What follows belongs to an exercise in optimizing a design on an open flow for small area; a production flow would make more cautious choices. Function was checked by simulation only, so behaviour that the tests miss may differ from the original.

==> quartz: inputs <==
## blatesbox_core
module blatesbox_core (
    input  wire       clk,
    input  wire       rst,
    input  wire       tick,
    input  wire       btn,
    input  wire [7:0] sample,
    output reg        disp_data,
    output reg        disp_clk,
    output reg        disp_latch,
    output wire       beep
);
    reg        btn_q, epend, tpend;
    reg  [5:0] fp;
    wire [3:0] fs = fp[3:0];
    wire       frl = fp[5];
    localparam F_INIT=4'd0, F_WREL=4'd1, F_ARM=4'd2, F_POLL=4'd10, F_DIE0=4'd4, F_DIE1=4'd5,
               F_MAP=4'd6, F_BEEP=4'd8, F_CLR=4'd9, F_DIE0B=4'd12, F_DIE1B=4'd13;
    wire sa;
    wire busy      = !frl & fs[3] & fs[2];
    wire en        = frl | fs[3] | fs[2];    
    wire boundary  = !sa && !busy;
    wire take_tick = boundary && tpend;
    wire take_edge = boundary && !take_tick && epend;
    wire fg_step   = busy || (boundary && !take_tick && !take_edge);
    wire fg_init = fg_step && !frl && fs == F_INIT;
    wire fg_wrel = fg_step && !frl && fs == F_WREL;
    wire fg_arm  = fg_step && !frl && fs == F_ARM;
    wire fg_poll = fg_step && !frl && fs == F_POLL;
    wire fg_die  = fg_step && !frl && fs[2:1] == 2'b10;
    wire fg_map  = fg_step && !frl && fs == F_MAP;
    wire fg_rl   = fg_step && frl;
    wire fg_beep = fg_step && !frl && fs == F_BEEP;
    wire fg_clr  = fg_step && !frl && fs == F_CLR;
    reg  [2:0] d0, d1;
    reg  [7:0] pat;    
    wire die_face = (d0[1]) | (d0[0]) | (d0[2]);
    wire die_nbr  = fg_die && die_face;
    wire die_uni  = fg_die && !die_face;
    wire d0_23 = (d0[1] & !d0[2]);
  ...
==> flow/config.mk <==
export PLATFORM = sky130hd
export DESIGN_NAME = blatesbox_core
export DESIGN_NICKNAME = blatesbox_core
export VERILOG_FILES = /design/flow/design.v
export SDC_FILE = /design/flow/constraint.sdc
export NUM_CORES = 4
export LEC_CHECK = 0
export ABC_AREA = 1
export CAP_MARGIN = 20
export CORE_MARGIN = 2
export CORE_UTILIZATION = 70
export CTS_BUF_LIST = sky130_fd_sc_hd__clkbuf_8
export PLACE_DENSITY = 0.8
export SLEW_MARGIN = 20
==> flow/constraint.sdc <==
create_clock -name core_clock -period 10.0 [get_ports {clk}]
set_input_delay 2.0000 -clock core_clock [delete_from_list [all_inputs] [get_ports {clk}]]
set_output_delay 2.0000 -clock core_clock [all_outputs]
set_load 0.01 [all_outputs]
standard.sh (not shown) runs the stock make flow with config.mk's settings and CLKGATE_MAP_FILE= SYNTH_SCRIPT=/design/flow/synth_recipe.tcl, a recipe that flattens the netlist after the stock synthesis.
==> flow/flow/run.sh <==
#!/bin/bash
# Own layout flow: the standard synthesis, then the combinational logic of
# the synthesised netlist is re-mapped with an area-oriented ABC script
# (flow/reabc.sh; every flip-flop instance keeps its name, cell type and
# connections), then the standard layout from floorplan to finish.
# Each tool's output goes to its own log file in the work folder.
set -euo pipefail
W=$(pwd)
R=$W/orfs/results/${FLOW_PLATFORM}/blatesbox_core/base
bash standard.sh synth > synth.log 2>&1
cp "$R/1_2_yosys.v" 1_2_yosys.standard.v
bash flow/reabc.sh 1_2_yosys.standard.v 1_2_yosys.reabc.v reabc.log
cp 1_2_yosys.reabc.v "$R/1_2_yosys.v"
rm -f "$R/1_synth.odb" "$R/1_synth.sdc"
bash standard.sh finish > layout.log 2>&1
==> flow/flow/reabc.sh <==
#!/bin/bash
# reabc.sh IN.v OUT.v LOG : re-map the combinational logic of a synthesised
# sky130hd netlist with an area-oriented ABC script; flip-flop instances
# (names, cell types and connections) are kept as they are.
set -euo pipefail
IN=$1; OUT=$2; LOG=$3
LIB=${FLOW_HOME:-/OpenROAD-flow-scripts/flow}/platforms/sky130hd/lib/sky130_fd_sc_hd__tt_025C_1v80.lib
DU=""
for c in $(grep -o 'sky130_fd_sc_hd__\(probe\|lpflow\)[a-z0-9_]*' $LIB | sort -u); do DU="$DU -dont_use $c"; done
SCRIPT=${ABC_SCRIPT:-"+strash;dch;map,-a;strash;dch;map,-a;topo;dnsize"}
FF=$(grep -o 'sky130_fd_sc_hd__[a-z0-9_]*df[a-z0-9_]*' $IN | sort -u | tr '\n' ' ')
cat > reabc.ys <<EOY
read_liberty -ignore_miss_func $LIB
read_verilog $IN
hierarchy -top blatesbox_core
setattr -mod -set blackbox 1 $FF
flatten
opt_clean -purge
abc -liberty $LIB $DU -script $SCRIPT
setundef -zero
opt_clean -purge
hilomap -singleton -hicell sky130_fd_sc_hd__conb_1 HI -locell sky130_fd_sc_hd__conb_1 LO
insbuf -buf sky130_fd_sc_hd__buf_4 A X
splitnets
opt_clean -purge
blackbox sky130_fd_sc_hd__*
read_liberty -lib $LIB
stat -liberty $LIB
write_verilog -noattr -nohex -nodec $OUT
EOY
${YOSYS_EXE:-$(command -v yosys || echo ${FLOW_HOME}/../tools/install/yosys/bin/yosys)} -s reabc.ys > $LOG 2>&1
==> inputs of yarrow, as changes to quartz <==
--- a/flow/flow/run.sh
+++ b/flow/flow/run.sh
@@ -2,6 +2,8 @@
 # Own layout flow: the standard synthesis, then the combinational logic of
 # the synthesised netlist is re-mapped with an area-oriented ABC script
+# (deepsyn, then choice computation and area mapping with amap)
 # (flow/reabc.sh; every flip-flop instance keeps its name, cell type and
-# connections), then the standard layout from floorplan to finish.
+# connections), then the standard layout from floorplan to finish, with
+# the port buffers made of the smallest buffer cell (buf_1).
 # Each tool's output goes to its own log file in the work folder.
 set -euo pipefail
@@ -13,3 +15,3 @@
 cp 1_2_yosys.reabc.v "$R/1_2_yosys.v"
 rm -f "$R/1_synth.odb" "$R/1_synth.sdc"
-bash standard.sh finish > layout.log 2>&1
+bash standard.sh finish "BUFFER_PORTS_ARGS=-buffer_cell sky130_fd_sc_hd__buf_1" > layout.log 2>&1
--- a/flow/flow/reabc.sh
+++ b/flow/flow/reabc.sh
@@ -8,5 +8,5 @@
 DU=""
 for c in $(grep -o 'sky130_fd_sc_hd__\(probe\|lpflow\)[a-z0-9_]*' $LIB | sort -u); do DU="$DU -dont_use $c"; done
-SCRIPT=${ABC_SCRIPT:-"+strash;dch;map,-a;strash;dch;map,-a;topo;dnsize"}
+SCRIPT=${ABC_SCRIPT:-"+strash;&get,-n;&deepsyn,-T,30;&put;dch;amap;topo;dnsize"}
 FF=$(grep -o 'sky130_fd_sc_hd__[a-z0-9_]*df[a-z0-9_]*' $IN | sort -u | tr '\n' ' ')
 cat > reabc.ys <<EOY
--- a/flow/config.mk
+++ b/flow/config.mk
@@ -9,6 +9,7 @@
 export CAP_MARGIN = 20
 export CORE_MARGIN = 2
-export CORE_UTILIZATION = 70
+export CORE_UTILIZATION = 60
 export CTS_BUF_LIST = sky130_fd_sc_hd__clkbuf_8
-export PLACE_DENSITY = 0.8
+export GPL_TIMING_DRIVEN = 0
+export PLACE_DENSITY = 0.7
 export SLEW_MARGIN = 20
==> parameters.txt <==
Parameter                              Value

Status
  Run status ... complete, no violations

Layout
  Number of nets in the finished design ... slightly above 900
  Commonest non-fill, non-tap cell in the layout ... sky130_fd_sc_hd__clkinv_1

Worst setup path
  Worst path top cell family by delay ... simple AND/OR/NAND/NOR gates
  Slowest stage cell, crit path ... sky130_fd_sc_hd__clkdlybuf4s50_1

Floorplanning
  Die boundary height ... 95.7 um

STA
  Timing-limited maximum frequency ... about 130 MHz
# the run above: quartz

==> parameters.txt <==
Parameter                              Value

Status
  Run status ... complete, no violations

Floorplanning
  Die boundary height ... around 100 um

STA
  Timing-limited maximum frequency ... ~110 MHz

Layout
  Number of nets in the finished design ... about 830
  Commonest non-fill, non-tap cell in the layout ... sky130_fd_sc_hd__nor2_1

Worst setup path
  Worst path top cell family by delay ... compound AO/OA/AOI/OAI gates
  Slowest stage cell, crit path ... sky130_fd_sc_hd__or2_1
# the run above: yarrow

[port drivers added, routing unchanged]
The flow's constraints put no driver on any port. The routed layouts listed below were extracted and timed again, unchanged, in two steps. Step 1 sets driving cells, clkbuf_16 on the clock port and buf_2 on the other inputs (assumed; they add their load-dependent delay and slew). Step 2 adds t to the input delays and takes it off the output delays; t is the mean of the earliest and latest rising clock arrival at the registers after step 1. Input paths then give back, and output paths get back, about the clock's delay inside the block. a / b / c = ideal / step 1 / step 2; a / b = the first two.
run	shift t [ns]	slack for setup (ns)	hold slack, ns	slew at the worst register clock pin (ns)	worst slew at a driven data input, ns
quartz	0.406	2.024 / 2.036 / 1.630	0.454 / 0.454 / 0.454	0.10 / 0.10	0.04
yarrow	0.404	0.843 / 0.856 / 0.452	0.469 / 0.469 / 0.469	0.11 / 0.11	0.04
After both steps setup and hold are still met in every run listed. The setup slack of quartz, which loses most, moves by +0.012 ns with the drivers and by -0.394 ns with both steps.
